This design comes from an exercise in tuning for small area, a short achievable clock period and few clock cycles on the open sky130 flow, not from production work. Where RTL was checked, it was by simulation tests only, not by an equivalence proof against the original. For run 1, only the layout was checked, not whether the RTL still works. No activity file was given, so power comes from the tool's default toggle rates.

**flow/design.v**
```verilog
module fpc_compress (
    input  wire        clk,
    input  wire        rst,           
    input  wire        start,
    input  wire        cfg_w8,        
    output wire        start_ready,
    input  wire        in_valid,
    output wire        in_ready,
    input  wire [63:0] in_data,
    input  wire        in_last,
    output reg         out_valid,
    input  wire        out_ready,
    output reg  [63:0] out_data,
    output reg  [3:0]  out_bytes,
    output reg         out_last
);
    localparam [7:0] LEVEL = 8'd4;
    localparam [7:0] BYTE_ORDER = 8'd0;
    reg stall_r;
    wire run = !stall_r;
    wire stall_nx;
    reg        act;           
    reg        w8_cur;
    reg        par;           
    reg        first_pend;    
    reg        pad_pend;      
    reg        in_rdy_r, st_rdy_r;
    reg        a_vld, a_w8, a_e2, a_first, a_fin;
    reg [63:0] a_v;           
    reg [63:0] a_d;           
    reg [63:0] a_p;           
    reg        lv_fin;        
    assign start_ready = st_rdy_r;
    assign in_ready    = in_rdy_r;
    wire start_go = start && st_rdy_r;
    wire in_go    = in_valid && in_rdy_r;
    wire pad_go   = pad_pend && run;
    wire ld_a     = in_go || pad_go;
    wire [63:0] in_mask = {{32{w8_cur}}, 32'hffffffff};
    wire [63:0] v_in    = pad_go ? 64'd0 : (in_data & in_mask);
    wire [63:0] p_in    = lv_fin ? 64'd0 : a_v;
    wire [63:0] d_in    = (v_in - p_in) & in_mask;
    wire act_nx   = start_go ? 1'b1 : (in_go && in_last) ? 1'b0 : act;
    wire pad_nx   = (in_go && in_last) ? !par : pad_go ? 1'b0 : pad_pend;
    wire a_vld_nx = run ? (in_go || pad_go) : a_vld;
    wire a_fin_nx = run ? (pad_go || (in_go && in_last && par)) : a_fin;
    always @(posedge clk) begin
        if (rst) begin
            act      <= 1'b0;
            pad_pend <= 1'b0;
            a_vld    <= 1'b0;
            lv_fin   <= 1'b1;
            in_rdy_r <= 1'b0;
            st_rdy_r <= 1'b1;
        end else begin
            act      <= act_nx;
            pad_pend <= pad_nx;
            in_rdy_r <= act_nx && !stall_nx && !(a_vld_nx && a_fin_nx);
            st_rdy_r <= !act_nx && !(pad_nx && stall_nx);
            if (start_go) begin
                w8_cur     <= cfg_w8;
                par        <= 1'b0;
                first_pend <= 1'b1;
            end
            if (in_go) begin
                par        <= !par;
                first_pend <= 1'b0;
            end
            a_vld <= a_vld_nx;
            a_fin <= a_fin_nx;
            if (run) begin
                a_w8    <= w8_cur;
                a_e2    <= pad_go || par;
                a_first <= first_pend;
            end
            if (ld_a) begin
                a_v    <= v_in;
                a_d    <= d_in;
                a_p    <= p_in;
                lv_fin <= a_fin_nx;
            end
        end
    end
    reg [63:0] fcm_t  [0:15];
    reg [63:0] dfcm_t [0:15];
    reg [15:0] fcm_ok, dfcm_ok;
    reg [15:0] f_oh, d_oh, f_rd, d_rd;
    reg [3:0]  fcm_h, dfcm_h;
    wire [63:0] wmask = {{32{a_w8}}, 32'hffffffff};
    reg [63:0] pf, dt;
    integer k;
    always @(*) begin
        pf = 64'd0;
        dt = 64'd0;
        for (k = 0; k < 16; k = k + 1) begin
            pf = pf | (fcm_t[k]  & {64{f_rd[k]}});
            dt = dt | (dfcm_t[k] & {64{d_rd[k]}});
        end
    end
    wire [63:0] pd    = (dt + a_p) & wmask;
    wire [63:0] delta = a_d;
    wire [3:0] fcm_h_nx  = a_w8 ? a_v[51:48] : ({fcm_h[2:0], 1'b0} ^ a_v[25:22]);
    wire [3:0] dfcm_h_nx = a_w8 ? ({dfcm_h[1:0], 2'b00} ^ delta[43:40]) : delta[26:23];
    wire [15:0] fcm_ok_nx  = fcm_ok  | f_oh;
    wire [15:0] dfcm_ok_nx = dfcm_ok | d_oh;
    wire [15:0] f_oh_nx = 16'd1 << fcm_h_nx;
    wire [15:0] d_oh_nx = 16'd1 << dfcm_h_nx;
    wire b_go = a_vld && run;
    reg        b_vld, b_w8, b_e2, b_first, b_fin;
    reg [63:0] b_xf, b_xd;
    always @(posedge clk) begin
        for (k = 0; k < 16; k = k + 1)
            if (b_go && f_oh[k]) fcm_t[k] <= a_v;
        for (k = 0; k < 16; k = k + 1)
            if (b_go && d_oh[k]) dfcm_t[k] <= delta;
    end
    always @(posedge clk) begin
        if (rst) begin
            fcm_ok  <= 16'd0;
            dfcm_ok <= 16'd0;
            f_oh    <= 16'd1;
            d_oh    <= 16'd1;
            f_rd    <= 16'd0;
            d_rd    <= 16'd0;
            fcm_h   <= 4'd0;
            dfcm_h  <= 4'd0;
            b_vld   <= 1'b0;
        end else if (run) begin
            b_vld <= a_vld;
            if (a_vld) begin
                if (a_fin) begin
                    fcm_ok  <= 16'd0;
                    dfcm_ok <= 16'd0;
                    f_oh    <= 16'd1;
                    d_oh    <= 16'd1;
                    f_rd    <= 16'd0;
                    d_rd    <= 16'd0;
                    fcm_h   <= 4'd0;
                    dfcm_h  <= 4'd0;
                end else begin
                    fcm_ok  <= fcm_ok_nx;
                    dfcm_ok <= dfcm_ok_nx;
                    f_oh    <= f_oh_nx;
                    d_oh    <= d_oh_nx;
                    f_rd    <= f_oh_nx & fcm_ok_nx;
                    d_rd    <= d_oh_nx & dfcm_ok_nx;
                    fcm_h   <= fcm_h_nx;
                    dfcm_h  <= dfcm_h_nx;
                end
            end
            b_w8    <= a_w8;
            b_e2    <= a_e2;
            b_first <= a_first;
            b_fin   <= a_fin;
            b_xf    <= pf ^ a_v;
            b_xd    <= pd ^ a_v;
        end
    end
    function [7:0] topz;
        input [63:0] x;
        integer i;
        reg     all;
        begin
            all = 1'b1;
            for (i = 7; i >= 0; i = i - 1) begin
                all = all & (x[8*i +: 8] == 8'd0);
                topz[7 - i] = all;
            end
        end
    endfunction
    wire [7:0]  tzf   = topz(b_xf);
    wire [7:0]  tzd   = topz(b_xd);
    wire        sel_d = |(tzd & ~tzf);         
    wire [7:0]  tzn   = tzd | tzf;             
    wire [63:0] res   = sel_d ? b_xd : b_xf;
    reg [2:0] code;
    reg [3:0] tl;
    always @(*) begin
        casez ({b_w8, tzn})
            9'b1_0000_0000: begin code = 3'd0; tl = 4'd8; end
            9'b1_0000_0001: begin code = 3'd1; tl = 4'd7; end
            9'b1_0000_0011: begin code = 3'd2; tl = 4'd6; end
            9'b1_0000_0111: begin code = 3'd3; tl = 4'd5; end
            9'b1_0000_1111: begin code = 3'd3; tl = 4'd5; end
            9'b1_0001_1111: begin code = 3'd4; tl = 4'd3; end
            9'b1_0011_1111: begin code = 3'd5; tl = 4'd2; end
            9'b1_0111_1111: begin code = 3'd6; tl = 4'd1; end
            9'b1_1111_1111: begin code = 3'd7; tl = 4'd0; end
            9'b0_???0_????: begin code = 3'd0; tl = 4'd4; end
            9'b0_??01_????: begin code = 3'd1; tl = 4'd3; end
            9'b0_?011_????: begin code = 3'd2; tl = 4'd2; end
            9'b0_0111_????: begin code = 3'd3; tl = 4'd1; end
            9'b0_1111_????: begin code = 3'd4; tl = 4'd0; end
            default:        begin code = 3'd0; tl = 4'd8; end
        endcase
    end
    reg        s_f, s_fin;
    reg [2:0]  s_code;
    reg [3:0]  s_tl;
    reg [63:0] s_x;
    always @(posedge clk) begin
        if (run && b_vld) begin
            s_f    <= sel_d;
            s_fin  <= b_fin;
            s_code <= code;
            s_tl   <= tl;
            s_x    <= res;
        end
    end
    reg b_pend;
    integer j;
    wire hdr_go = run && b_vld && b_first;
    wire a_go   = run && b_vld && b_e2;
    wire bb_go  = run && b_pend && (s_tl != 4'd0);
    wire ch_go  = hdr_go || a_go || bb_go;
    reg [71:0] ch;
    reg [3:0]  ch_len;
    reg        ch_fin;
    always @(*) begin
        if (b_pend) begin
            ch     = {8'd0, s_x};
            ch_len = s_tl;
            ch_fin = s_fin;
        end else if (b_e2) begin
            ch     = {s_x, 8'd0};    
            ch_len = s_tl + 4'd1;
            ch_fin = b_fin && (tzf[7] || tzd[7]);
        end else begin
            ch     = {48'd0, BYTE_ORDER, LEVEL, b_w8 ? 8'd8 : 8'd4};
            ch_len = 4'd3;
            ch_fin = 1'b0;
        end
    end
    reg [63:0] wd [0:2];
    reg [2:0]  full, lastf;
    reg [3:0]  nb [0:2];
    reg [1:0]  tw;
    reg [2:0]  tb;
    always @(*) begin
        out_valid = full[0];
        out_data  = wd[0];
        out_bytes = nb[0];
        out_last  = lastf[0];
    end
    wire         emit = full[0] && out_ready;
    wire [4:0]   sum  = {2'b00, tb} + {1'b0, ch_len};
    wire [7:0]   tb_oh = 8'd1 << tb;
    wire [7:0]   hbyte = {s_f, s_code, sel_d, code};
    wire         h_ins = !b_pend && b_e2;
    reg  [127:0] win;
    always @(*) begin
        win = {56'd0, ch} << {tb, 3'b000};
        for (j = 0; j < 8; j = j + 1)
            if (h_ins && tb_oh[j]) win[8*j +: 8] = win[8*j +: 8] | hbyte;
    end
    reg [1:0] adv;
    reg       lo_full, hi_full, lo_last, hi_last;
    reg [3:0] lo_nb, hi_nb;
    reg [2:0] tb_nx;
    always @(*) begin
        adv = 2'd0; lo_full = 1'b0; hi_full = 1'b0; lo_last = 1'b0; hi_last = 1'b0;
        lo_nb = 4'd8; hi_nb = 4'd8; tb_nx = tb;
        if (ch_go) begin
            if (ch_fin) begin
                tb_nx   = 3'd0;
                lo_full = 1'b1;
                if (sum > 5'd8) begin
                    adv     = 2'd2;
                    hi_full = 1'b1;
                    hi_last = 1'b1;
                    hi_nb   = sum[3:0] - 4'd8;
                end else begin
                    adv     = 2'd1;
                    lo_last = 1'b1;
                    lo_nb   = sum[3:0];
                end
            end else begin
                tb_nx = sum[2:0];
                if (sum[4]) begin
                    adv = 2'd2; lo_full = 1'b1; hi_full = 1'b1;
                end else if (sum[3]) begin
                    adv = 2'd1; lo_full = 1'b1;
                end
            end
        end
    end
    reg [63:0] x0 [0:2];
    reg [63:0] x1 [0:2];
    reg [3:0]  nb0 [0:2];
    reg [3:0]  nb1 [0:2];
    reg [2:0]  lf0, lf1;
    always @(*) begin
        for (k = 0; k < 3; k = k + 1) begin
            x0[k]  = wd[k];
            nb0[k] = nb[k];
            lf0[k] = lastf[k];
            if (ch_go && tw == k) begin
                for (j = 0; j < 8; j = j + 1)
                    if (j >= tb) x0[k][8*j +: 8] = win[8*j +: 8];
                if (lo_full) begin nb0[k] = lo_nb; lf0[k] = lo_last; end
            end
            if (ch_go && tw + 2'd1 == k) begin
                x0[k] = win[127:64];
                if (hi_full) begin nb0[k] = hi_nb; lf0[k] = hi_last; end
            end
            x1[k]  = (k < 2) ? wd[k + 1] : wd[k];
            nb1[k] = (k < 2) ? nb[k + 1] : nb[k];
            lf1[k] = (k < 2) ? lastf[k + 1] : lastf[k];
            if (ch_go && tw == k + 1) begin
                for (j = 0; j < 8; j = j + 1)
                    if (j >= tb) x1[k][8*j +: 8] = win[8*j +: 8];
                if (lo_full) begin nb1[k] = lo_nb; lf1[k] = lo_last; end
            end
            if (ch_go && tw == k) begin
                x1[k] = win[127:64];
                if (hi_full) begin nb1[k] = hi_nb; lf1[k] = hi_last; end
            end
        end
    end
    wire [1:0] tw_nx0 = tw + adv;
    wire [1:0] tw_nx1 = tw + adv - 2'd1;
    wire [1:0] tw_nx  = emit ? tw_nx1 : tw_nx0;
    assign stall_nx = tw_nx[1];
    always @(posedge clk) begin
        for (k = 0; k < 3; k = k + 1) begin
            wd[k]    <= emit ? x1[k]  : x0[k];
            nb[k]    <= emit ? nb1[k] : nb0[k];
            lastf[k] <= emit ? lf1[k] : lf0[k];
        end
    end
    always @(posedge clk) begin
        if (rst) begin
            full    <= 3'b000;
            tw      <= 2'd0;
            tb      <= 3'd0;
            stall_r <= 1'b0;
            b_pend  <= 1'b0;
        end else begin
            tw      <= tw_nx;
            tb      <= tb_nx;
            stall_r <= stall_nx;
            if (run)
                b_pend <= a_go;
            full[0] <= (tw_nx != 2'd0);
            full[1] <= tw_nx[1];
            full[2] <= (tw_nx == 2'd3);
        end
    end
endmodule
```
**flow/constraint.sdc**
```tcl
create_clock -name core_clock -period 11.0 [get_ports {clk}]
set_input_delay 2.2000 -clock core_clock [delete_from_list [all_inputs] [get_ports {clk}]]
set_output_delay 2.2000 -clock core_clock [all_outputs]
set_load 0.01 [all_outputs]
```
**flow/run.sh**
```bash
#!/bin/bash
# synth_recipe.tcl (not shown) runs the flow's synth.tcl, then flattens the netlist and writes it again
# the make line also repeats each setting of config.mk as NAME=value (left out here)
make -C /OpenROAD-flow-scripts/flow DESIGN_CONFIG=/design/flow/config.mk WORK_HOME=/design/flow/orfs CLKGATE_MAP_FILE= SYNTH_SCRIPT=/design/flow/synth_recipe.tcl finish
```
**flow/config.mk**
```make
export PLATFORM = sky130hd
export DESIGN_NAME = fpc_compress
export DESIGN_NICKNAME = fpc_compress
export VERILOG_FILES = /design/flow/design.v
export SDC_FILE = /design/flow/constraint.sdc
export NUM_CORES = 4
export LEC_CHECK = 0
export CAP_MARGIN = 20
export CORE_MARGIN = 2
export CORE_UTILIZATION = 40
export PLACE_DENSITY = 0.6
export SETUP_SLACK_MARGIN = 5
export SLEW_MARGIN = 20
```
==> reports/metrics.cfg, run 1 <==
[run_status]
status = finished clean

[synthesis]
synth_cell_type_count = 94
synth_nets = 7987
ys_ff_latch = 2774
syn_area_um2 = 114000
yosysTopAreaCellShare_pct = 67.8
syn_inst = 7766
async_reset_ff_share_pct = 0
avgSynthCellArea_um2 = 14.7
ys.warnings.count = 9
ys_seq_area_share_pct = 71.1
ys.flop_type = edfxtp_1
synthTopCellsByArea = edfxtp_1 (68%), a22o_1 (4.2%), a221oi_1 (4.1%), dfxtp_1 (3.4%), a21oi_1 (1.8%)
synth_edf_count = 2580
yosys.area.top_type = edfxtp_1

[place]
dp_slack_ps = 4110
postPlaceCellArea_um2 = 120000
gp_congestion = 0.959
dp_cells = 11317
dp_hpwl_um = 215000
port_buffers = 142

[final_layout]
fin_nets = 8075
design_area_um2 = 129000
final_cell_count_no_fill = 11853
seqCellArea_um2 = 81500
multi_input_area_um2 = 30900
fillCellCount = 24707
drive_gt1_share_pct = 9.81
syn_to_final_growth_pct = 12.9
final_util_pct = 45.4

[worst_setup_path]
r2r_start = d_rd[0]
path_max_fanout = 4
startpoint = in_data[1]
cp.arrival_ps = 6560
worstSetupStartpointType = input port
worstSetupEndpointType = flip-flop
critPathKind = input port to flip-flop
worstPathRequired_ps = 11600

[clock_network]
clk_pin_slew_ps = 60
cts_root_buf = clkbuf_16
h-tree-depth = 5
clkLatencyLatePin_ps = 880
cts_buffers = 291
clock_sinks = 2774
clockBufferDepth = 4
post-cts-setup-buffers = 0
cts_tree = built

[route]
vias = 74589
firstDrtPassIters = 7
routed_wl_um = 369000
drc_errors = 0
via_per_inst = 6.29
antenna_left = 0
first_iter_violations = 10627
wl_per_cell_um = 31.1

[grt]
gr-usage-all-layers_pct = 24.5
grt_pass1_wl_um = 521000
grt_pass1_vias = 70454
grt_max_degree = 151
antenna_found_initial = 17
grt.overflow.total = 0

[power]
p_per_area_nw_per_um2 = 189
p_leak_nw = 42.9
finalPower_mw = 24.5
ir_drop_uv = 122

[timing]
rsz0062_at_grt = false
slew_headroom_pct = 19.7
setup_ws_ps = 5040
hold_viol = 0
setup_viol = 0
timing.hold.ws_ps = 423
layout_min_cycle_time_ps = 5960
skew_ps = 79.3
fmax_ghz = 0.168
final.period_utilization_pct = 54.2
tns_ps = 0
maxSlewViolCount = 0
worst_pin_slew_ps = 1200

[worst_hold_path]
hp-start = a_e2
worstHoldPathType = flip-flop to flip-flop

[flow_run]
drv_cap = 0

[floorplanning]
die_area_um2 = 290000
coreArea_um2 = 285000
die_x_um = 539
start_util_pct = 40.2
num_io_pins = 143
die_h_um = 539
row_count = 196

==> area by class of cell <==
type	instances	area share (%)
sequential	2774	63.1
multi-input combinational	4404	24.0
clock buffer	363	5.97
tap	3762	3.64
timing repair buffer	271	1.88
clock inverter	157	1.10
inverter	112	0.331
antenna	10	0.0194
==> registers in the layout, indices dropped and copies added (netlist names), 2 cells and up <==
register and count:
dfcm_t 1024, fcm_t 1024, wd 192, a_d 64, a_p 64, a_v 64
b_xd 64, b_xf 64, s_x 64, d_oh 16, d_rd 16, dfcm_ok 16
f_oh 16, f_rd 16, fcm_ok 16, nb 12, s_tl 4, fcm_h 3
lastf 3, s_code 3, tb 3, dfcm_h 2, tw 2
==> final timing paths <==
| path | slack, ps | cells past startpoint | end |
|---|---|---|---|
| setup / recovery | 5040 | 15 | a_d[55] |
| hold / removal | 420 | 0 | b_e2 |
| setup reg to reg | 5120 | 16 | b_xd[62] |
| hold reg to reg | 420 | 0 | b_e2 |
==> repair_timing <==
action	CTS	global route
hold endpoints to repair	0	0
hold buffers	0	0
pin swaps	0	1
setup endpoints to repair	1	5
resized for setup	1	3
==> placed cells by master, fill, tap and decap left out, types with 50 or more instances in the layout <==
master and count:
nand2_1 401, clkinv_1 63, a21o_1 85, dfxtp_1 157, nand2b_1 93, nand4_1 162, a221oi_1 533, xnor2_1 121
clkbuf_16 297, o21ai_0 221, mux2_2 132, ha_1 146, a22o_1 543, inv_1 110, nor2_1 445, edfxtp_1 2580
o211ai_1 50, a22oi_1 121, clkdlybuf4s50_1 141, buf_4 122, clkbuf_1 63, a21oi_1 399, and3_1 58, nand3_1 58
and2_1 86, mux2i_1 67, nor3_1 53, xor2_1 120
==> cell usage after synthesis (all sizes together) (9+ instances only) <==
library cell     n
a22o           544
and2           120
o22a            10
nand2b          96
a21boi          12
mux2i           67
o21a            19
or3             13
or4              9
a31oi           40
a21o            85
xnor2          121
ha             147
and3            58
a22oi          121
a221oi         534
nand4          165
o21ai          238
a221o           17
o211ai          50
a21oi          402
o22ai           37
nor2b           36
o21bai          24
nor4            40
clkbuf         352
o31ai           15
nand2          403
a211oi          47
nor2           447
buf            124
inv            111
nand3           58
xor2           120
dfxtp          194
o221ai          12
edfxtp        2580
nor3            54
mux2           132
==> power by group <==
group | internal [mW] | total (mW) | switching (mW)
Sequential | 12.2 | 12.5 | 0.383
Combinational | 0.848 | 2.35 | 1.50
Clock | 5.47 | 9.57 | 4.10
==> per-layer routing <==
layer / part of all wire [%] / track usage [%] / up-vias
met5: 0.0071 / 0 / -
met4: 3.2 / 7.40 / 4
met3: 9.7 / 3.92 / 586
met2: 45 / 37.9 / 4350
met1: 42 / 35.6 / 38272
li1: - / - / 31377
==> critical path, stage by stage <==
cell and delay (ps):
clkdlybuf4s50_1 460, nand2_1 100, inv_1 140, ha_1 230, nor2b_1 130, o21a_1 170, o21ai_0 310, a21oi_1 260
o21ai_0 790, a21oi_1 300, nor3_1 640, o21ba_2 350, o31ai_1 110, xor2_1 160, and2_1 180
==> cell families (layout without fill, tap and decap cells) <==
| group | Yosys count | after routing | share of synthesized area [%] |
|---|---|---|---|
| AOI/OAI and AO/OA | 2285 | 2285 | 15.0 |
| xor gates and xnor gates | 241 | 241 | 1.85 |
| adders and majority gates | 150 | 150 | 1.66 |
| buffers and inverters | 588 | 903 | 1.95 |
| DFF | 2774 | 2774 | 71.1 |
| muxes | 199 | 199 | 1.89 |
| other | 0 | 10 | 0 |
| and+or+nand+nor | 1529 | 1529 | 6.54 |
==> inputs of run 2 (changes only) <==
--- a/flow/design.v
+++ b/flow/design.v
@@ -26,9 +26,6 @@
     reg        pad_pend;      
     reg        in_rdy_r, st_rdy_r;
-    reg        a_vld, a_w8, a_e2, a_first, a_fin;
-    reg [63:0] a_v;           
-    reg [63:0] a_d;           
-    reg [63:0] a_p;           
-    reg        lv_fin;        
+    reg        i_vld, i_w8, i_e2, i_first, i_fin;
+    reg [63:0] i_v;
     assign start_ready = st_rdy_r;
     assign in_ready    = in_rdy_r;
@@ -36,19 +33,13 @@
     wire in_go    = in_valid && in_rdy_r;
     wire pad_go   = pad_pend && run;
-    wire ld_a     = in_go || pad_go;
-    wire [63:0] in_mask = {{32{w8_cur}}, 32'hffffffff};
-    wire [63:0] v_in    = pad_go ? 64'd0 : (in_data & in_mask);
-    wire [63:0] p_in    = lv_fin ? 64'd0 : a_v;
-    wire [63:0] d_in    = (v_in - p_in) & in_mask;
     wire act_nx   = start_go ? 1'b1 : (in_go && in_last) ? 1'b0 : act;
     wire pad_nx   = (in_go && in_last) ? !par : pad_go ? 1'b0 : pad_pend;
-    wire a_vld_nx = run ? (in_go || pad_go) : a_vld;
-    wire a_fin_nx = run ? (pad_go || (in_go && in_last && par)) : a_fin;
+    wire i_vld_nx = run ? (in_go || pad_go) : i_vld;
+    wire i_fin_nx = run ? (pad_go || (in_go && in_last && par)) : i_fin;
     always @(posedge clk) begin
         if (rst) begin
             act      <= 1'b0;
             pad_pend <= 1'b0;
-            a_vld    <= 1'b0;
-            lv_fin   <= 1'b1;
+            i_vld    <= 1'b0;
             in_rdy_r <= 1'b0;
             st_rdy_r <= 1'b1;
@@ -56,5 +47,5 @@
             act      <= act_nx;
             pad_pend <= pad_nx;
-            in_rdy_r <= act_nx && !stall_nx && !(a_vld_nx && a_fin_nx);
+            in_rdy_r <= act_nx && !stall_nx && !(i_vld_nx && i_fin_nx);
             st_rdy_r <= !act_nx && !(pad_nx && stall_nx);
             if (start_go) begin
@@ -67,16 +58,39 @@
                 first_pend <= 1'b0;
             end
-            a_vld <= a_vld_nx;
-            a_fin <= a_fin_nx;
+            i_vld <= i_vld_nx;
+            i_fin <= i_fin_nx;
             if (run) begin
-                a_w8    <= w8_cur;
-                a_e2    <= pad_go || par;
-                a_first <= first_pend;
+                i_w8    <= w8_cur;
+                i_e2    <= pad_go || par;
+                i_first <= first_pend;
+                i_v     <= pad_go ? 64'd0 : (in_data & {{32{w8_cur}}, 32'hffffffff});
+            end
+        end
+    end
+    reg        a_vld, a_w8, a_e2, a_first, a_fin;
+    reg [63:0] a_v;           
+    reg [63:0] a_d;           
+    reg [63:0] a_p;           
+    reg        lv_fin;        
+    wire        ld_a = run && i_vld;
+    wire [63:0] p_in = lv_fin ? 64'd0 : a_v;
+    wire [63:0] d_in = (i_v - p_in) & {{32{i_w8}}, 32'hffffffff};
+    always @(posedge clk) begin
+        if (rst) begin
+            a_vld  <= 1'b0;
+            lv_fin <= 1'b1;
+        end else begin
+            if (run) begin
+                a_vld   <= i_vld;
+                a_w8    <= i_w8;
+                a_e2    <= i_e2;
+                a_first <= i_first;
+                a_fin   <= i_fin;
             end
             if (ld_a) begin
-                a_v    <= v_in;
+                a_v    <= i_v;
                 a_d    <= d_in;
                 a_p    <= p_in;
-                lv_fin <= a_fin_nx;
+                lv_fin <= i_fin;
             end
         end
@@ -85,19 +99,10 @@
     reg [63:0] dfcm_t [0:15];
     reg [15:0] fcm_ok, dfcm_ok;
-    reg [15:0] f_oh, d_oh, f_rd, d_rd;
+    reg [15:0] f_oh, d_oh, f_rd;
+    reg [63:0] dt_r;
     reg [3:0]  fcm_h, dfcm_h;
     wire [63:0] wmask = {{32{a_w8}}, 32'hffffffff};
-    reg [63:0] pf, dt;
-    integer k;
-    always @(*) begin
-        pf = 64'd0;
-        dt = 64'd0;
-        for (k = 0; k < 16; k = k + 1) begin
-            pf = pf | (fcm_t[k]  & {64{f_rd[k]}});
-            dt = dt | (dfcm_t[k] & {64{d_rd[k]}});
-        end
-    end
-    wire [63:0] pd    = (dt + a_p) & wmask;
     wire [63:0] delta = a_d;
+    wire [63:0] pd    = (dt_r + a_p) & wmask;
     wire [3:0] fcm_h_nx  = a_w8 ? a_v[51:48] : ({fcm_h[2:0], 1'b0} ^ a_v[25:22]);
     wire [3:0] dfcm_h_nx = a_w8 ? ({dfcm_h[1:0], 2'b00} ^ delta[43:40]) : delta[26:23];
@@ -106,4 +111,15 @@
     wire [15:0] f_oh_nx = 16'd1 << fcm_h_nx;
     wire [15:0] d_oh_nx = 16'd1 << dfcm_h_nx;
+    reg [63:0] pf, dt_rd;
+    integer k;
+    always @(*) begin
+        pf    = 64'd0;
+        dt_rd = 64'd0;
+        for (k = 0; k < 16; k = k + 1) begin
+            pf    = pf    | (fcm_t[k]  & {64{f_rd[k]}});
+            dt_rd = dt_rd | (dfcm_t[k] & {64{d_oh_nx[k] & dfcm_ok[k]}});
+        end
+    end
+    wire [63:0] dt_nx = (dfcm_h_nx == dfcm_h) ? delta : dt_rd;
     wire b_go = a_vld && run;
     reg        b_vld, b_w8, b_e2, b_first, b_fin;
@@ -122,5 +138,5 @@
             d_oh    <= 16'd1;
             f_rd    <= 16'd0;
-            d_rd    <= 16'd0;
+            dt_r    <= 64'd0;
             fcm_h   <= 4'd0;
             dfcm_h  <= 4'd0;
@@ -135,5 +151,5 @@
                     d_oh    <= 16'd1;
                     f_rd    <= 16'd0;
-                    d_rd    <= 16'd0;
+                    dt_r    <= 64'd0;
                     fcm_h   <= 4'd0;
                     dfcm_h  <= 4'd0;
@@ -144,5 +160,5 @@
                     d_oh    <= d_oh_nx;
                     f_rd    <= f_oh_nx & fcm_ok_nx;
-                    d_rd    <= d_oh_nx & dfcm_ok_nx;
+                    dt_r    <= dt_nx;
                     fcm_h   <= fcm_h_nx;
                     dfcm_h  <= dfcm_h_nx;
==> flow/flow/run.sh (new file) <==
#!/bin/bash
set -euo pipefail
bash standard.sh SETUP_SLACK_MARGIN=7 finish > standard.log 2>&1
==> flow/standard.sh (new file) <==
#!/bin/bash
# synth_recipe.tcl (not shown) runs the flow's synth.tcl, then flattens the netlist and writes it again
# the make line also repeats each setting of config.mk as NAME=value (left out here)
make -C /OpenROAD-flow-scripts/flow DESIGN_CONFIG=/design/flow/config.mk WORK_HOME=/design/flow/orfs CLKGATE_MAP_FILE= SYNTH_SCRIPT=/design/flow/synth_recipe.tcl "${@:-finish}"
--- a/flow/config.mk
+++ b/flow/config.mk
@@ -10,4 +10,3 @@
 export CORE_UTILIZATION = 40
 export PLACE_DENSITY = 0.6
-export SETUP_SLACK_MARGIN = 5
 export SLEW_MARGIN = 20
removed: flow/run.sh
==> reports/metrics.cfg, run 2 <==
[power]
p_clk_share_pct = 39.3  ; +0.2 points
power_frac_comb_pct = 9.4  ; -0.2 points
netSwitchingFraction_pct = 24.5  ; about the same
ir_drop_uv = 130  ; +6.7%
p_per_area_nw_per_um2 = 188  ; -0.94%
p_leak_nw = 45.3  ; +5.6%
p_int_mw = 19.1  ; +3.3%
seqPwrFrac_pct = 51.2  ; about the same
p_sw_mw = 6.19  ; +3.4%

[grt]
antenna_found_initial = 16  ; -1
gr-usage-all-layers_pct = 25.0  ; +0.51 points
grt_pass1_wl_um = 549000  ; +5.4%
grt_max_degree = 175  ; +16%
grt.overflow.total = 0  ; unchanged
grt_pass1_vias = 74407  ; +5.6%

[final_layout]
final_util_pct = 45.8  ; +0.44 points
layout_common_cells = edfxtp_1 (2648), nand2_1 (617), a21oi_1 (495)
final_common_cell = edfxtp_1
final_cell_count_no_fill = 12548  ; +5.9%
fin_nets = 8596  ; +6.5%
syn_to_final_growth_pct = 14.0
fillCellCount = 25468  ; +3.1%
drive_gt1_share_pct = 10.1  ; +0.26 points
reg_top3 = dfcm_t: 1024 flops, fcm_t: 1024 flops, wd: 192 flops

[route]
via_per_inst = 6.29  ; about the same
firstDrtPassIters = 8  ; +1
routed_wl_um = 393000  ; +6.5%
drc_errors = 0  ; unchanged
antenna_left = 0  ; unchanged
wl_per_cell_um = 31.3  ; +0.61%
first_iter_violations = 11750  ; +11%
vias = 78918  ; +5.8%

[clock_network]
clockBufferDepth = 4  ; unchanged
clock_sinks = 2893  ; +4.3%
holdBufCountCts = 0  ; unchanged
cts_tree = built
clk_pin_slew_ps = 60  ; about the same
cts_root_buf = clkbuf_16
h-tree-depth = 5  ; unchanged
cts_buffers = 300  ; +3.1%
clkLatencyLatePin_ps = 880  ; about the same

[timing]
maxSlewViolCount = 0  ; unchanged
hold_viol = 0  ; unchanged
slew_headroom_pct = 19.3  ; -0.36 points
setup_ws_ps = 7060  ; +2020 ps
tns_ps = 0  ; unchanged
rsz0062_at_grt = true
fmax_ghz = 0.254  ; +51%
final.period_utilization_pct = 35.8  ; -18 points
setup_viol = 0  ; unchanged
worst_pin_slew_ps = 1210  ; +5.36 ps
layout_min_cycle_time_ps = 3940  ; -2020 ps
skew_ps = 63.8  ; -15.5 ps

[synthesis]
yosys.area.top_type = edfxtp_1
synth_edf_count = 2648  ; +2.6%
ys.warnings.count = 9  ; unchanged
synthTopCellsByArea = edfxtp_1 (67%), dfxtp_1 (4.1%), a22o_1 (2.7%), a221oi_1 (2.6%), a22oi_1 (2.4%)
async_reset_ff_share_pct = 0  ; unchanged
syn_area_um2 = 118000  ; +3.4%
synth_cell_type_count = 93  ; -1.1%
ys_seq_area_share_pct = 71.4  ; +0.28 points
ys.flop_type = edfxtp_1
avgSynthCellArea_um2 = 14.3  ; -2.7%
ys_ff_latch = 2893  ; +4.3%
yosysTopAreaCellShare_pct = 67.3  ; -0.47 points
synth_nets = 8457  ; +5.9%
synth.most_common_cell = edfxtp_1
synth_common_cells = edfxtp_1 (2648), nand2_1 (621), a21oi_1 (505), clkbuf_1 (428), nor2_1 (409)
syn_inst = 8251  ; +6.2%

[place]
dp_hpwl_um = 221000  ; +2.9%
dp_cells = 11925  ; +5.4%
gp_congestion = 0.948  ; -1.1%
dp_slack_ps = 5130  ; +1020 ps
port_buffers = 142  ; unchanged

[floorplanning]
num_io_pins = 143  ; unchanged
die_area_um2 = 300000  ; +3.3%
die_x_um = 548  ; +1.7%
coreArea_um2 = 294000  ; +3.3%
die_h_um = 548  ; +1.7%
start_util_pct = 40.2  ; about the same
row_count = 199  ; +1.5%

[worst_setup_path]
cp.arrival_ps = 1740  ; -4820 ps
worstPathRequired_ps = 8800  ; -2800 ps
worstSetupEndpointType = output pin
path_max_fanout = 1  ; -3
worst-path-buf-inv = 1  ; -1
max_stage_delay_ps = 540  ; -250 ps
slowest_stage = clkdlybuf4s50_1
worstSetupStartpointType = flip-flop
critPathKind = flip-flop to output pin
path_cells = clkdlybuf4s50_1
worst_path_dominant_cell_family = buffers and inverters

[worst_hold_path]
worstHoldPathType = flip-flop to flip-flop

[flow_run]
drv_cap = 0  ; unchanged

[run_status]
status = finished clean

[run 2: cells by family after synthesis]
logic type	after synthesis	share of synthesized area (%)
buffers and inverters	628	2.01
muxes	120	1.04
DFF	2893	71.4
and+or+nand+nor	1790	7.19
xor gates and xnor gates	241	1.79
AOI/OAI and AO/OA	2444	15.1
adders and majority gates	135	1.45
[run 2: path summary, 6_finish.rpt]
kind	from	endpoint	slack, ps	cells past startpoint
max reg2reg	b_xd[19]	full[0]	7060	14
max	wd[0][10]	out_data[10]	7060	1
min reg2reg	first_pend	i_first	430	0
min	first_pend	i_first	430	0
[run 2: layer usage]
metal  wire length (um)  GRT usage (%)
met3              40900           4.25
met5                 13              0
met4              13100           7.40
met2             181000           39.8
met1             158000           35.3
[run 2: repair_timing]
action	4_1_cts	5_1_grt
setup endpoints to repair	363	179
gates cloned	8	9
buffers inserted	30	34
pin swaps	9	14
gates resized for setup	118	68
[run 2: layout make-up]
cell class	instances	area (um2)	area share, %
clock buffers	397	8290	6.16
diodes	4	10.0	0.00743
inverters	106	418	0.310
multi-input cells	4743	32300	23.9
well taps	3919	4900	3.64
clock inverters	140	1110	0.821
repair buffers	346	3190	2.37
flip-flops and latches	2893	84500	62.7
[run 2: power by group through the flow]
stage / Sequential, mW / Combinational (mW) / Clock (mW)
after floorplan: 13.0 / 1.48 / 0
after global placement: 13.2 / 2.19 / 0
after detailed placement: 13.2 / 2.22 / 0
after CTS: 12.9 / 2.28 / 9.99
after global routing: 13.0 / 2.58 / 10.4
final: 12.9 / 2.39 / 9.93
[run 2: metrics by stage]
step	total power, mW	cell area (um2)	hold slack, ps
floorplan	14.5	118000	400
global placement	15.4	124000	402
finish	25.3	135000	430
CTS	25.2	134000	431
detailed placement	15.4	124000	408
global route	26.0	135000	435
Testbench counts of run 2, summed over its fixed seeds: cycles 8,162.
==> inputs of run 3 (changes only) <==
--- a/flow/config.mk
+++ b/flow/config.mk
@@ -9,4 +9,7 @@
 export CORE_MARGIN = 2
 export CORE_UTILIZATION = 40
+export CTS_BUF_LIST = sky130_fd_sc_hd__clkbuf_16
+export CTS_CLUSTER_DIAMETER = 50
+export CTS_CLUSTER_SIZE = 25
 export PLACE_DENSITY = 0.6
 export SLEW_MARGIN = 20
==> reports/metrics.cfg, run 3 <==
[run_status]
status = finished clean

[timing]
maxSlewViolCount = 0  ; unchanged
layout_min_cycle_time_ps = 4000  ; +61.7 ps
timing.hold.ws_ps = 437  ; +6.66 ps
rsz0062_at_grt = true
setup_viol = 0  ; unchanged
final.period_utilization_pct = 36.4  ; +0.56 points
fmax_ghz = 0.250  ; -1.5%
slew_headroom_pct = 16.8  ; -2.5 points
worst_pin_slew_ps = 1250  ; +38.0 ps
tns_ps = 0  ; unchanged
hold_viol = 0  ; unchanged
skew_ps = 129  ; +65.4 ps

[synthesis]
synth_common_cells = edfxtp_1 (2648), nand2_1 (621), a21oi_1 (505), clkbuf_1 (428), nor2_1 (409)
ys_seq_area_share_pct = 71.4  ; unchanged
ys.warnings.count = 9  ; unchanged
synth.most_common_cell = edfxtp_1
syn_inst = 8251  ; unchanged
yosysTopAreaCellShare_pct = 67.3  ; unchanged
avgSynthCellArea_um2 = 14.3  ; unchanged
synthTopCellsByArea = edfxtp_1 (67%), dfxtp_1 (4.1%), a22o_1 (2.7%), a221oi_1 (2.6%), a22oi_1 (2.4%)
syn_area_um2 = 118000  ; unchanged
synth_edf_count = 2648  ; unchanged
synth_nets = 8457  ; unchanged
ys_ff_latch = 2893  ; unchanged
synth_cell_type_count = 93  ; unchanged
async_reset_ff_share_pct = 0  ; unchanged
yosys.area.top_type = edfxtp_1
ys.flop_type = edfxtp_1

[final_layout]
final_cell_count_no_fill = 12470  ; -0.62%
layout_common_cells = edfxtp_1 (2648), nand2_1 (618), a21oi_1 (494)
fin_nets = 8546  ; -0.58%
drive_gt1_share_pct = 10.5  ; +0.42 points
final_common_cell = edfxtp_1
design_area_um2 = 134000  ; -0.43%
syn_to_final_growth_pct = 13.5
reg_top3 = dfcm_t: 1024 flops, fcm_t: 1024 flops, wd: 192 flops

[worst_setup_path]
worstSetupEndpointType = flip-flop
path_max_fanout = 7  ; +6
critPathKind = flip-flop to flip-flop
cp.arrival_ps = 4780  ; +3040 ps
worstSetupStartpointType = flip-flop
worstPathRequired_ps = 11770  ; +2970 ps

[route]
via_per_inst = 6.29  ; about the same
wl_per_cell_um = 31.2  ; -0.21%
firstDrtPassIters = 9  ; +1
routed_wl_um = 390000  ; -0.83%
drc_errors = 0  ; unchanged
antenna_left = 0  ; unchanged
first_iter_violations = 11769  ; +0.16%
vias = 78442  ; -0.60%

[grt]
gr-usage-all-layers_pct = 24.9  ; -0.17 points
grt_pass1_wl_um = 545000  ; -0.72%
grt.overflow.total = 0  ; unchanged
antenna_found_initial = 18  ; +2
grt_pass1_vias = 73860  ; -0.74%
grt_max_degree = 175  ; unchanged

[clock_network]
cts_buffers = 243  ; -19%
cts_root_buf = clkbuf_16
clkLatencyLatePin_ps = 960  ; +80 ps
clk_pin_slew_ps = 90  ; +30 ps
holdBufCountCts = 0  ; unchanged
clock_sinks = 2893  ; unchanged
clockBufferDepth = 4  ; unchanged
cts_tree = built
h-tree-depth = 4  ; -1

[place]
dp_cells = 11925  ; unchanged
gp_congestion = 0.948  ; unchanged
dp_hpwl_um = 221000  ; unchanged
postPlaceCellArea_um2 = 124000  ; unchanged
port_buffers = 142  ; unchanged

[floorplanning]
coreArea_um2 = 294000  ; unchanged
die_h_um = 548  ; unchanged
die_area_um2 = 300000  ; unchanged
num_io_pins = 143  ; unchanged
start_util_pct = 40.2  ; unchanged
row_count = 199  ; unchanged
die_x_um = 548  ; unchanged

[power]
p_per_area_nw_per_um2 = 184  ; -1.9%
p_leak_nw = 45.0  ; -0.61%
ir_drop_uv = 139  ; +7.5%

[worst_hold_path]
worstHoldPathType = flip-flop to flip-flop

[flow_run]
drv_cap = 0  ; unchanged

==> run 3: cell counts after synthesis <==
No cell type changed its count.
==> run 3: final cells by class <==
| class | count | area, um2 |
|---|---|---|
| fillers | 25498 | 160000 |
| flip-flops and latches | 2893 | 84500 |
| multi-input cells | 4739 | 32300 |
| clock buffers | 247 | 6180 |
| well taps | 3919 | 4900 |
| repair buffers | 357 | 3250 |
| clock inverters | 205 | 2570 |
| inverters | 106 | 418 |
| diodes | 4 | 10.0 |
==> run 3: path summary, 6_finish.rpt <==
kind	cells after the start	to	slack, ps	startpoint
worst max-delay path	14	full[0]	7000	b_xd[30]
worst min-delay path	0	b_first	440	a_first
worst max register to register	14	full[0]	7000	b_xd[30]
worst min register to register	0	b_first	440	a_first
==> run 3: power breakdown <==
group          leakage (nW)  switching, mW  internal (mW)
logic                  14.6           1.54          0.846
registers              26.2          0.376           12.6
clock network          4.26           4.63           4.74
total                  45.0           6.55           18.1
==> run 3: per-layer routing <==
layer | GRT usage [%] | vias to the layer above | part of all wire, %
li1 | - | 33112 | -
met1 | 35.1 | 39966 | 40
met2 | 39.6 | 4672 | 46
met3 | 4.11 | 684 | 10
met4 | 7.14 | 8 | 3.3
met5 | 0 | - | 0.014
==> run 3: worst max-delay path: stages (launching register included) <==
cell	delay, ps
edfxtp_1	410
or4_4	590
nor4_4	400
and4_4	290
and3_1	180
or2_4	180
a32oi_4	200
o31ai_4	240
a211oi_1	80
ha_1	330
nor2_1	140
xnor2_1	180
xnor2_2	190
and2_4	210
or2_1	210
==> run 3: cell families after synthesis <==
kind of cell	after synthesis	synth area share, %
XOR/XNOR	241	1.79
flip-flops	2893	71.4
AO/OA/AOI/OAI	2444	15.1
adder cells (fa/ha/maj)	135	1.45
multiplexers	120	1.04
AND/OR/NAND/NOR	1790	7.19
buffers and inverters	628	2.01
==> run 3: metrics by stage <==
stage	setup WS (ps)	utilization, %	total power, mW
2_1_floorplan	4940	-	14.5
3_3_place_gp	5240	42.1	15.4
3_5_place_dp	5130	42.2	15.4
4_1_cts	6900	45.3	24.6
5_1_grt	6900	45.6	25.4
6_report	7000	45.6	24.7
==> run 3: repair_timing <==
action	4_1_cts	5_1_grt
setup buffers	37	38
endpoints found under the setup margin	384	133
pin swaps	9	18
gates cloned	6	8
gates resized for setup	146	66
hold endpoints to repair	0	0
==> inputs of run 4 (changes only) <==
--- a/flow/config.mk
+++ b/flow/config.mk
@@ -8,8 +8,8 @@
 export CAP_MARGIN = 20
 export CORE_MARGIN = 2
-export CORE_UTILIZATION = 40
+export CORE_UTILIZATION = 60
 export CTS_BUF_LIST = sky130_fd_sc_hd__clkbuf_16
 export CTS_CLUSTER_DIAMETER = 50
 export CTS_CLUSTER_SIZE = 25
-export PLACE_DENSITY = 0.6
+export PLACE_DENSITY = 0.75
 export SLEW_MARGIN = 20
==> reports/metrics.cfg, run 4 <==
[synthesis]
ys_seq_area_share_pct = 71.4  ; unchanged
ys.flop_type = edfxtp_1
yosys.area.top_type = edfxtp_1
yosysTopAreaCellShare_pct = 67.3  ; unchanged
synth_nets = 8457  ; unchanged
avgSynthCellArea_um2 = 14.3  ; unchanged
ys.warnings.count = 9  ; unchanged
synth_edf_count = 2648  ; unchanged
async_reset_ff_share_pct = 0  ; unchanged
synth.most_common_cell = edfxtp_1
synthAdderAreaFrac_pct = 1.45  ; unchanged
synthTopCellsByArea = edfxtp_1 (67%), dfxtp_1 (4.1%), a22o_1 (2.7%), a221oi_1 (2.6%), a22oi_1 (2.4%)
syn_inst = 8251  ; unchanged
synth_xor_xnor_area_share_pct = 1.79  ; unchanged
ys_ff_latch = 2893  ; unchanged
synth_common_cells = edfxtp_1 (2648), nand2_1 (621), a21oi_1 (505), clkbuf_1 (428), nor2_1 (409)
synth_cell_type_count = 93  ; unchanged
syn_area_um2 = 118000  ; unchanged
synth_top_family_by_area = compound AO/OA/AOI/OAI gates
synth-simple-area-share_pct = 7.19  ; unchanged
synth_compound_area_share_pct = 15.1  ; unchanged
synth.area.mux_share_pct = 1.04  ; unchanged

[power]
ir_drop_uv = 182  ; +30%
p_per_area_nw_per_um2 = 182  ; -1.3%
p_leak_nw = 44.5  ; -1.1%

[final_layout]
syn_to_final_growth_pct = 11.2
layout_common_cells = edfxtp_1 (2648), nand2_1 (619), a21oi_1 (495)
seqCellArea_um2 = 84500  ; about the same
fillCellCount = 13147  ; -48%
fin_nets = 8514  ; -0.37%
final_common_cell = edfxtp_1
reg_top3 = dfcm_t: 1024 flops, fcm_t: 1024 flops, wd: 192 flops
final_util_pct = 67.3  ; +22 points
multi_input_area_um2 = 32200  ; -0.28%
drive_gt1_share_pct = 9.94  ; -0.56 points

[grt]
grt_pass1_vias = 75607  ; +2.4%
grt.overflow.total = 0  ; unchanged
grt_max_degree = 137  ; -22%
gr-usage-all-layers_pct = 36.7  ; +12 points
antenna_found_initial = 20  ; +2
grt_pass1_wl_um = 529000  ; -2.9%

[clock_network]
cts_tree = built
clkLatencyLatePin_ps = 930  ; -30 ps
clockBufferDepth = 3  ; -1
clock_sinks = 2893  ; unchanged
holdBufCountCts = 0  ; unchanged
h-tree-depth = 4  ; unchanged
clk_pin_slew_ps = 80  ; about the same
cts_buffers = 218  ; -10%
cts_root_buf = clkbuf_16

[run_status]
status = finished clean

[worst_setup_path]
path_max_fanout = 38  ; +31
cp.arrival_ps = 4880  ; +100 ps
worstSetupEndpointType = flip-flop
critPathKind = flip-flop to flip-flop
worstPathRequired_ps = 11830  ; +60 ps
worstSetupStartpointType = flip-flop

[route]
drc_errors = 0  ; unchanged
via_per_inst = 7.19  ; +14%
routed_wl_um = 374000  ; -4.0%
first_iter_violations = 13516  ; +15%
antenna_left = 0  ; unchanged
vias = 80091  ; +2.1%
wl_per_cell_um = 33.6  ; +7.5%
firstDrtPassIters = 13  ; +4

[floorplanning]
num_io_pins = 143  ; unchanged
row_count = 162  ; -19%
die_area_um2 = 201000  ; -33%
coreArea_um2 = 195000  ; -34%
die_x_um = 448  ; -18%
start_util_pct = 60.5  ; +20 points
die_h_um = 448  ; -18%

[timing]
setup_viol = 0  ; unchanged
layout_min_cycle_time_ps = 4050  ; +47.7 ps
worst_pin_slew_ps = 1200  ; -50.5 ps
setup_ws_ps = 6950  ; -47.7 ps
final.period_utilization_pct = 36.8  ; +0.43 points
hold_viol = 0  ; unchanged
rsz0062_at_grt = true
tns_ps = 0  ; unchanged
fmax_ghz = 0.247  ; -1.2%
maxSlewViolCount = 0  ; unchanged
slew_headroom_pct = 20.1  ; +3.4 points
skew_ps = 79.1  ; -50.0 ps

[place]
port_buffers = 142  ; unchanged
dp_slack_ps = 5670  ; +539 ps
dp_hpwl_um = 220000  ; -0.74%
gp_congestion = 0.997  ; +5.2%

[flow_run]
drv_cap = 0  ; unchanged

[worst_hold_path]
worstHoldPathType = flip-flop to flip-flop

## run 4: cell count changes in the layout (fill, tap and decap cells not counted), moves of 4 or more
| cell | change |
|---|---|
| buf_16 | -4 |
| clkbuf_16 | -30 |
| clkinv_8 | -12 |
| inv_12 | -6 |
| clkdlybuf4s50_1 | +7 |
| dlygate4sd2_1 | -9 |
| inv_8 | -5 |
| clkinv_2 | -6 |
| clkinv_16 | +6 |
| diode_2 | +8 |
| a221oi_2 | +4 |
| inv_1 | +13 |
## run 4: worst max-delay path, cell delays in order, from the launching register on
cell and delay [ps]:
edfxtp_1 590, inv_1 130, buf_4 300, nand2_1 130
o22a_1 220, nor2_1 280, and3_4 670, buf_6 520
a22o_1 230, a221oi_1 50, nand4_1 170, o221ai_1 360
a21oi_1 290
## run 4: cells by family (layout without fill, tap and decap cells)
family / Yosys count / count (layout)
buffers and inverters: 628 / 876
adders and majority gates: 135 / 135
xor gates and xnor gates: 241 / 241
muxes: 120 / 120
DFF: 2893 / 2893
AOI/OAI and AO/OA: 2444 / 2444
and+or+nand+nor: 1790 / 1793
other: 0 / 12
## run 4: report_power, final
part           internal, mW  total, mW  switching, mW  leakage, nW
logic                 0.832       2.36           1.52         14.5
clock network          4.27       8.64           4.37         3.87
registers              12.6       12.9          0.349         26.2
total                  17.7       23.9           6.25         44.5
## run 4: cell type report
class / count / share of cell area (%)
multi-input cells: 4733 / 24.5
well taps: 2624 / 2.50
clock inverters: 193 / 1.83
diodes: 12 / 0.0228
repair buffers: 356 / 2.39
clock buffers: 221 / 4.21
flip-flops and latches: 2893 / 64.3
inverters: 106 / 0.310
## run 4: per-layer routing
layer / vias to the layer above / share of wire [%] / global-route usage, %
li1: 32962 / - / -
met1: 39327 / 34 / 48.7
met2: 6557 / 45 / 56.5
met3: 1227 / 13 / 7.35
met4: 18 / 7.2 / 21.8
met5: - / 0.032 / 0
## run 4: worst paths after layout
kind | slack (ps) | depth (start not counted) | startpoint | endpoint
worst min register to register | 420 | 0 | a_e2 | b_e2
worst max-delay path | 6950 | 12 | a_w8 | dt_r[20]
worst max register to register | 6950 | 12 | a_w8 | dt_r[20]
worst min-delay path | 420 | 0 | a_e2 | b_e2
## run 4: what timing repair did
action / 4_1_cts / 5_1_grt
buffers inserted: 36 / 30
endpoints found under the setup margin: 366 / 210
pin swaps: 6 / 24
gates cloned: 1 / 2
gates resized for setup: 120 / 88
## run 4: per-stage QoR
step | power, mW | instances | cell area, um2 | hold slack (ps)
2_1_floorplan | 14.5 | 8251 | 118000 | 400
3_5_place_dp | 15.4 | 10643 | 122000 | 405
5_1_grt | 24.5 | 11130 | 131000 | 428
3_3_place_gp | 15.3 | 10643 | 122000 | 403
6_report | 23.9 | 11138 | 131000 | 423
4_1_cts | 23.8 | 11094 | 131000 | 416
==> inputs of run 5 (changes only) <==
==> flow/flow/run.sh (replaced) <==
#!/bin/bash
set -euo pipefail
bash standard.sh SETUP_SLACK_MARGIN=7.5 finish > standard.log 2>&1
==> reports/metrics.cfg, run 5 <==
[run_status]
status = finished clean

[clock_network]
clk_pin_slew_ps = 90  ; about the same
h-tree-depth = 4  ; unchanged
cts_buffers = 219  ; +0.46%
clock_sinks = 2893  ; unchanged
cts_tree = built
holdBufCountCts = 0  ; unchanged
clockBufferDepth = 3  ; unchanged
clkLatencyLatePin_ps = 920  ; about the same
cts_root_buf = clkbuf_16

[timing]
tns_ps = 0  ; unchanged
worst_pin_slew_ps = 1250  ; +50.4 ps
final.period_utilization_pct = 36.2  ; -0.56 points
layout_min_cycle_time_ps = 3990  ; -61.7 ps
rsz0062_at_grt = true
slew_headroom_pct = 16.8  ; -3.4 points
maxSlewViolCount = 0  ; unchanged
skew_ps = 75.7  ; -3.45 ps
fmax_ghz = 0.251  ; +1.5%
hold_viol = 0  ; unchanged
setup_viol = 0  ; unchanged

[floorplanning]
die_area_um2 = 201000  ; unchanged
die_x_um = 448  ; unchanged
row_count = 162  ; unchanged
start_util_pct = 60.5  ; unchanged
die_h_um = 448  ; unchanged
num_io_pins = 143  ; unchanged
coreArea_um2 = 195000  ; unchanged

[worst_hold_path]
worstHoldEndpoint = a_e2
hold_path_depth = 0  ; unchanged
worstHoldPathType = flip-flop to flip-flop
hp-start = i_e2

[grt]
grt_max_degree = 81  ; -41%
antenna_found_initial = 22  ; +10%
gr-usage-all-layers_pct = 38.1  ; +1.4 points
grt_pass1_wl_um = 547000  ; +3.4%
grt_pass1_vias = 77803  ; +2.9%
grt.overflow.total = 0  ; unchanged

[final_layout]
fillCellCount = 12396  ; -5.7%
fin_nets = 8697  ; +2.1%
final_cell_count_no_fill = 11324  ; +1.7%
syn_to_final_growth_pct = 15.2
multi_input_area_um2 = 34700  ; +7.9%
layout_common_cells = edfxtp_1 (2648), nand2_1 (599), a21oi_1 (452)
design_area_um2 = 136000  ; +3.5%
reg_top3 = dfcm_t: 1024 flops, fcm_t: 1024 flops, wd: 192 flops
drive_gt1_share_pct = 16.7  ; +6.8 points
final_common_cell = edfxtp_1
seqCellArea_um2 = 84500  ; about the same

[synthesis]
synth.most_common_cell = edfxtp_1
syn_inst = 8251  ; unchanged
synth_common_cells = edfxtp_1 (2648), nand2_1 (621), a21oi_1 (505), clkbuf_1 (428), nor2_1 (409)
yosys.area.top_type = edfxtp_1
async_reset_ff_share_pct = 0  ; unchanged
yosysTopAreaCellShare_pct = 67.3  ; unchanged
ys_ff_latch = 2893  ; unchanged
ys.flop_type = edfxtp_1
synth_nets = 8457  ; unchanged
synthTopCellsByArea = edfxtp_1 (67%), dfxtp_1 (4.1%), a22o_1 (2.7%), a221oi_1 (2.6%), a22oi_1 (2.4%)
avgSynthCellArea_um2 = 14.3  ; unchanged
synth_cell_type_count = 93  ; unchanged
ys_seq_area_share_pct = 71.4  ; unchanged
synth_edf_count = 2648  ; unchanged
ys.warnings.count = 9  ; unchanged
syn_area_um2 = 118000  ; unchanged

[worst_setup_path]
worstPathRequired_ps = 11790  ; -40 ps
slowest_stage = nor4_1
rr_endpoint = full[0]
max_stage_delay_ps = 1030  ; +360 ps
critPathKind = flip-flop to flip-flop
rrSetupSlack_ps = 7010  ; +60 ps
path_cells = nor4_1 -> and4_1 -> or2_4 -> a32oi_4 -> buf_8 -> o31ai_4 -> a211oi_4 -> ha_4 -> nor2_4 -> xnor2_2 -> xnor2_2 -> and2_4 -> or2_1
worstSetupEndpointType = flip-flop
path_common_cell = xnor2_2
cp.arrival_ps = 4770  ; -110 ps
r2r_start = b_xf[0]
worstSetupStartpointType = flip-flop
path_max_fanout = 3  ; -92%
r2r_cells = 13  ; +1

[route]
first_iter_violations = 13519  ; +0.022%
drc_errors = 0  ; unchanged
routed_wl_um = 390000  ; +4.3%
via_per_inst = 7.24  ; +0.69%
vias = 81987  ; +2.4%
antenna_left = 0  ; unchanged
wl_per_cell_um = 34.4  ; +2.6%
firstDrtPassIters = 12  ; -1

[power]
p_leak_nw = 46.3  ; +4.0%
finalPower_mw = 24.4  ; +2.3%
ir_drop_uv = 229  ; +26%
p_per_area_nw_per_um2 = 180  ; -1.2%

[place]
port_buffers = 142  ; unchanged
dp_cells = 10636  ; -0.066%
dp_hpwl_um = 220000  ; +0.15%
postPlaceCellArea_um2 = 122000  ; about the same
gp_congestion = 0.989  ; -0.77%

[flow_run]
drv_cap = 0  ; unchanged

## run 5: routing by layer
metal  global-route usage, %  share of wire, %  up-vias  wire, um
met5                       0             0.072        -       282
met4                    24.7               7.9       24     30600
met3                    8.96                14     1483     54500
met2                    58.2                45     7047    176000
met1                    49.2                33    40047    129000
li1                        -                 -    33386         -
## run 5: critical path: cells and delay by family (launching register included)
family,cells,cell delay [ps]
adder cells (fa/ha/maj),1,330
buffers and inverters,1,160
AND/OR/NAND/NOR,6,1960
XOR/XNOR,2,360
flip-flops,1,430
AO/OA/AOI/OAI,3,610
## run 5: area by class of cell
type | count | share of cell area, %
Antenna cell | 11 | 0.0202
Clock buffer | 220 | 4.04
Clock inverter | 199 | 1.87
Inverter | 106 | 0.333
Multi-Input combinational cell | 4734 | 25.5
Sequential cell | 2893 | 62.1
Tap cell | 2624 | 2.41
Timing Repair Buffer | 534 | 3.69
Timing Repair inverter | 3 | 0.0193
## run 5: how the worst max path moves through the flow
stage / from / slack, ps / depth (start not counted) / to
final: b_xf[0] / 7010 / 13 / full[0]
after CTS: b_xd[24] / 7190 / 15 / full[0]
after detailed placement: out_ready / 5230 / 8 / wd[2][25]
after global routing: b_xf[57] / 6930 / 16 / full[0]
after floorplan: rst / 4940 / 4 / a_e2
after global placement: out_ready / 5360 / 8 / wd[2][25]
## run 5: cell families after synthesis
kind of cell | share of synthesized area (%)
DFF | 71.4
buffers and inverters | 2.01
AOI/OAI and AO/OA | 15.1
xor gates and xnor gates | 1.79
and+or+nand+nor | 7.19
adders and majority gates | 1.45
muxes | 1.04
## run 5: through the flow
| step | utilization [%] | hold WS, ps | setup WS (ps) |
|---|---|---|---|
| 6_report | 69.7 | 427 | 7010 |
| 3_3_place_gp | 62.7 | 406 | 5360 |
| 3_5_place_dp | 62.7 | 405 | 5230 |
| 4_1_cts | 68.5 | 416 | 7190 |
| 2_1_floorplan | - | 400 | 4940 |
| 5_1_grt | 69.6 | 436 | 6930 |
## run 5: report_power, final
group,internal (mW),switching (mW),leakage [nW]
logic,1.07,1.69,16.3
registers,12.6,0.367,26.2
clock network,4.24,4.52,3.89
total,17.9,6.58,46.3
## run 5: what timing repair did
action / CTS / global route
setup endpoints to repair: 699 / 310
resized for setup: 723 / 325
gates cloned: 17 / 2
pin swaps: 102 / 164
buffers inserted: 149 / 90
==> inputs of run 6 (changes only) <==
--- a/flow/design.v
+++ b/flow/design.v
@@ -47,5 +47,5 @@
             act      <= act_nx;
             pad_pend <= pad_nx;
-            in_rdy_r <= act_nx && !stall_nx && !(i_vld_nx && i_fin_nx);
+            in_rdy_r <= act_nx && !stall_nx;
             st_rdy_r <= !act_nx && !(pad_nx && stall_nx);
             if (start_go) begin
@@ -228,11 +228,14 @@
     wire hdr_go = run && b_vld && b_first;
     wire a_go   = run && b_vld && b_e2;
-    wire bb_go  = run && b_pend && (s_tl != 4'd0);
+    wire bb_sel = b_pend && (s_tl != 4'd0);
+    wire bb_go  = run && bb_sel;
     wire ch_go  = hdr_go || a_go || bb_go;
+    wire both   = bb_go && s_fin && hdr_go;
+    wire [23:0] hdr3 = {BYTE_ORDER, LEVEL, b_w8 ? 8'd8 : 8'd4};
     reg [71:0] ch;
     reg [3:0]  ch_len;
     reg        ch_fin;
     always @(*) begin
-        if (b_pend) begin
+        if (bb_sel) begin
             ch     = {8'd0, s_x};
             ch_len = s_tl;
@@ -243,5 +246,5 @@
             ch_fin = b_fin && (tzf[7] || tzd[7]);
         end else begin
-            ch     = {48'd0, BYTE_ORDER, LEVEL, b_w8 ? 8'd8 : 8'd4};
+            ch     = {48'd0, hdr3};
             ch_len = 4'd3;
             ch_fin = 1'b0;
@@ -320,4 +323,6 @@
                 if (hi_full) begin nb0[k] = hi_nb; lf0[k] = hi_last; end
             end
+            if (both && tw + adv == k)
+                x0[k][23:0] = hdr3;
             x1[k]  = (k < 2) ? wd[k + 1] : wd[k];
             nb1[k] = (k < 2) ? nb[k + 1] : nb[k];
@@ -332,4 +337,6 @@
                 if (hi_full) begin nb1[k] = hi_nb; lf1[k] = hi_last; end
             end
+            if (both && tw + adv == k + 1)
+                x1[k][23:0] = hdr3;
         end
     end
@@ -337,5 +344,9 @@
     wire [1:0] tw_nx1 = tw + adv - 2'd1;
     wire [1:0] tw_nx  = emit ? tw_nx1 : tw_nx0;
-    assign stall_nx = tw_nx[1];
+    wire both_nx = run ? (b_vld && b_e2 && b_fin && a_vld && a_first)
+                       : (b_pend && s_fin && b_vld && b_first);
+    wire [4:0] sum_nx = run ? {2'b00, tb_nx} + {1'b0, tl} : sum;
+    assign stall_nx = tw_nx[1] ||
+                      (both_nx && tw_nx != 2'd0 && !(tw_nx == 2'd1 && sum_nx <= 5'd8));
     always @(posedge clk) begin
         for (k = 0; k < 3; k = k + 1) begin
@@ -354,5 +365,5 @@
         end else begin
             tw      <= tw_nx;
-            tb      <= tb_nx;
+            tb      <= both ? 3'd3 : tb_nx;
             stall_r <= stall_nx;
             if (run)
==> flow/flow/run.sh (replaced) <==
#!/bin/bash
set -euo pipefail
bash standard.sh SETUP_SLACK_MARGIN=7 finish > standard.log 2>&1
==> flow/config.mk (replaced) <==
export PLATFORM = sky130hd
export DESIGN_NAME = fpc_compress
export DESIGN_NICKNAME = fpc_compress
export VERILOG_FILES = /design/flow/design.v
export SDC_FILE = /design/flow/constraint.sdc
export NUM_CORES = 4
export LEC_CHECK = 0
export CAP_MARGIN = 20
export CORE_MARGIN = 2
export CORE_UTILIZATION = 40
export PLACE_DENSITY = 0.6
export SLEW_MARGIN = 20
==> reports/metrics.cfg, run 6 <==
[timing]
maxSlewViolCount = 0  ; unchanged
timing.hold.ws_ps = 420  ; -6.60 ps
hold_viol = 0  ; unchanged
skew_ps = 80.6  ; +4.95 ps
slew_headroom_pct = 20.7  ; +3.9 points
setup_viol = 0  ; unchanged
final.period_utilization_pct = 43.8  ; +7.5 points
tns_ps = 0  ; unchanged
fmax_ghz = 0.208  ; -17%
rsz0062_at_grt = true
worst_pin_slew_ps = 1190  ; -62.5 ps
layout_min_cycle_time_ps = 4820  ; +829 ps

[worst_setup_path]
startpoint = s_tl[1]
worst-path-buf-inv = 8  ; +7
cp.arrival_ps = 5360  ; +590 ps
worstSetupEndpointType = flip-flop
slowest_stage = fa_2
path_max_fanout = 8  ; +5
max_stage_delay_ps = 590  ; -440 ps
path_common_cell = inv_2
worstPathRequired_ps = 11550  ; -240 ps
r2r_start = s_tl[1]
path_cells = inv_2 -> ha_4 -> inv_4 -> o31ai_4 -> buf_12 -> nor2_4 -> a21oi_2 -> ha_2 -> inv_2 -> fa_2 -> inv_2 -> o31a_1 -> a21oi_2 -> o211a_1 -> ha_2 -> inv_2 -> fa_2 -> buf_4 -> ha_4 -> and3_4 -> nor2_4 -> buf_12 -> nand2_4 -> o22ai_1
critPathKind = flip-flop to flip-flop
worstSetupStartpointType = flip-flop
worst_path_dominant_cell_family = adder cells

[clock_network]
clockBufferDepth = 4  ; +1
holdBufCountCts = 0  ; unchanged
clkLatencyLatePin_ps = 880  ; -40 ps
clk_pin_slew_ps = 60  ; -30 ps
clock_sinks = 2894  ; +0.035%
h-tree-depth = 5  ; +1
cts_root_buf = clkbuf_16
cts_buffers = 300  ; +37%
cts_tree = built

[worst_hold_path]
worstHoldPathType = flip-flop to flip-flop
hp-start = a_e2

[route]
routed_wl_um = 402000  ; +3.0%
wl_per_cell_um = 31.3  ; -9.3%
first_iter_violations = 11125  ; -18%
firstDrtPassIters = 8  ; -4
via_per_inst = 6.29  ; -13%
drc_errors = 0  ; unchanged
vias = 80823  ; -1.4%
antenna_left = 0  ; unchanged

[grt]
grt_pass1_vias = 76309  ; -1.9%
grtUsageMet1_pct = 35.3  ; -14 points
grt_util_met3_pct = 4.54  ; -4.4 points
grt_max_degree = 135  ; +67%
gr-usage-all-layers_pct = 25.4  ; -13 points
met2_usage_pct = 40.8  ; -17 points
antenna_found_initial = 23  ; +4.5%
grt_pass1_wl_um = 561000  ; +2.6%
busiest_layer = met2
grt.overflow.total = 0  ; unchanged

[final_layout]
final_common_cell = edfxtp_1
final_util_pct = 46.7  ; -23 points
seqCellArea_um2 = 84500  ; about the same
drive_gt1_share_pct = 13.8  ; -2.9 points
multi_input_area_um2 = 34900  ; +0.56%
layout_common_cells = edfxtp_1 (2648), nor2_1 (593), a21oi_1 (502)
fin_nets = 8893  ; +2.3%
reg_top3 = dfcm_t: 1024 flops, fcm_t: 1024 flops, wd: 192 flops
syn_to_final_growth_pct = 16.1
design_area_um2 = 139000  ; +1.9%
fillCellCount = 25486  ; +110%

[synthesis]
ys.flop_type = edfxtp_1
ys_seq_area_share_pct = 70.7  ; -0.72 points
ys.warnings.count = 9  ; unchanged
synthTopCellsByArea = edfxtp_1 (67%), dfxtp_1 (4.1%), a221oi_1 (2.5%), a22o_1 (2.4%), a21oi_1 (2.2%)
yosys.area.top_type = edfxtp_1
async_reset_ff_share_pct = 0  ; unchanged
synth_edf_count = 2648  ; unchanged
synth.most_common_cell = edfxtp_1
synth_cell_type_count = 84  ; -9.7%
synth_common_cells = edfxtp_1 (2648), nor2_1 (619), a21oi_1 (535), nand2_1 (456), clkbuf_1 (432)
syn_area_um2 = 119000  ; +1.0%
ys_ff_latch = 2894  ; +0.035%
avgSynthCellArea_um2 = 14.1  ; -1.4%
syn_inst = 8459  ; +2.5%
synth_nets = 8674  ; +2.6%
yosysTopAreaCellShare_pct = 66.6  ; -0.70 points

[power]
p_int_mw = 19.2  ; +7.7%
netSwitchingFraction_pct = 24.1  ; -2.8 points
p_leak_nw = 46.6  ; +0.45%
ir_drop_uv = 128  ; -44%
seqPwrFrac_pct = 50.7  ; -2.2 points
p_sw_mw = 6.12  ; -7.0%
p_per_area_nw_per_um2 = 183  ; +1.8%
power_frac_comb_pct = 9.4  ; -1.9 points
p_clk_share_pct = 39.9  ; +4.1 points
finalPower_mw = 25.4  ; +3.7%

[place]
dp_hpwl_um = 229000  ; +4.1%
port_buffers = 142  ; unchanged
postPlaceCellArea_um2 = 126000  ; +2.5%
gp_congestion = 0.948  ; -4.2%

[run_status]
status = finished clean

[floorplanning]
die_h_um = 550  ; +23%
die_area_um2 = 303000  ; +51%
die_x_um = 550  ; +23%
row_count = 200  ; +23%
coreArea_um2 = 297000  ; +52%
start_util_pct = 40.2  ; -20 points
num_io_pins = 143  ; unchanged

[flow_run]
drv_cap = 0  ; unchanged

[run 6: what timing repair did]
| action | in CTS | in global routing |
|---|---|---|
| setup endpoints to repair | 526 | 305 |
| buffers inserted | 107 | 51 |
| pin swaps | 43 | 73 |
| cloned | 6 | 12 |
| resized for setup | 231 | 224 |
[run 6: worst paths after layout]
path | slack, ps | end | cells past startpoint
max reg2reg | 6180 | wd[0][14] | 24
min | 420 | b_e2 | 0
max | 6180 | wd[0][14] | 24
min reg2reg | 420 | b_e2 | 0
[run 6: worst reg2reg max path, cell delays in order (launching register included)]
cell	delay (ps)
edfxtp_1	420
inv_2	100
ha_4	130
inv_4	30
o31ai_4	300
buf_12	150
nor2_4	30
a21oi_2	110
ha_2	200
inv_2	40
fa_2	530
inv_2	30
o31a_1	290
a21oi_2	160
o211a_1	220
ha_2	190
inv_2	40
fa_2	590
buf_4	150
ha_4	130
and3_4	210
nor2_4	50
buf_12	190
nand2_4	120
o22ai_1	110
[run 6: per-stage QoR]
step,setup WS (ps),std cells
final,6180,12855
after detailed placement,5120,12138
after CTS,6220,12787
after global placement,5200,12138
after global routing,6060,12853
after floorplan,4920,8459
[run 6: power groups by stage]
stage	Combinational, mW	Sequential, mW	Clock, mW
6_report	2.38	12.9	10.1
3_5_place_dp	2.04	13.1	0
2_1_floorplan	1.40	13.0	0
4_1_cts	2.19	12.9	10.2
3_3_place_gp	2.00	13.1	0
5_1_grt	2.56	12.9	10.6
[run 6: per-layer routing]
metal,share of wire [%],up-vias
li1,-,34072
met1,40,41157
met2,46,4848
met3,10,744
met4,3.6,2
met5,0.0032,-
[run 6: logic make-up after synthesis]
kind of cell    share of synthesized area [%]
fa+ha+maj                                1.54
xor+xnor                                 1.88
compound gates                           14.8
mux                                      1.84
simple gates                             7.09
flops                                    70.7
buf+inv                                  2.13
[run 6: cell type report]
cell class / instances / area share (%)
tap: 3939 / 3.55
clock inverter: 158 / 1.06
sequential: 2894 / 60.9
inverter: 129 / 0.353
antenna: 4 / 0.00722
multi-input combinational: 4901 / 25.2
clock buffer: 378 / 5.86
timing repair buffer: 452 / 3.06
Testbench counts of run 6, summed over its fixed seeds: cycles 8,120.

==> static timing again, ports no longer ideal <==
No port has a modelled driver above. Below, the same layouts with a new extraction and two added sets of constraints. Step 1: set_driving_cell puts a clkbuf_16 on clk and a buf_2 on each other input, an assumption about the parent block. Step 2, shift: input delay + t, output delay - t, t = (earliest + latest rising clock arrival at the registers) / 2. This alone moves slack from input paths to output paths. Slacks: ideal / step 1 / step 2; pairs: ideal / step 1.
| run | t (ns) | slack for setup (ns) |
|---|---|---|
| run 1 | 0.936 | 5.043 / 5.111 / 4.174 |
| run 2 | 0.958 | 7.061 / 6.954 / 6.209 |
| run 3 | 1.011 | 6.999 / 6.945 / 6.083 |
| run 4 | 0.980 | 6.952 / 6.952 / 6.041 |
| run 5 | 0.979 | 7.013 / 7.013 / 6.517 |
| run 6 | 0.962 | 6.184 / 6.184 / 6.104 |
After both steps every run listed still meets setup and hold.
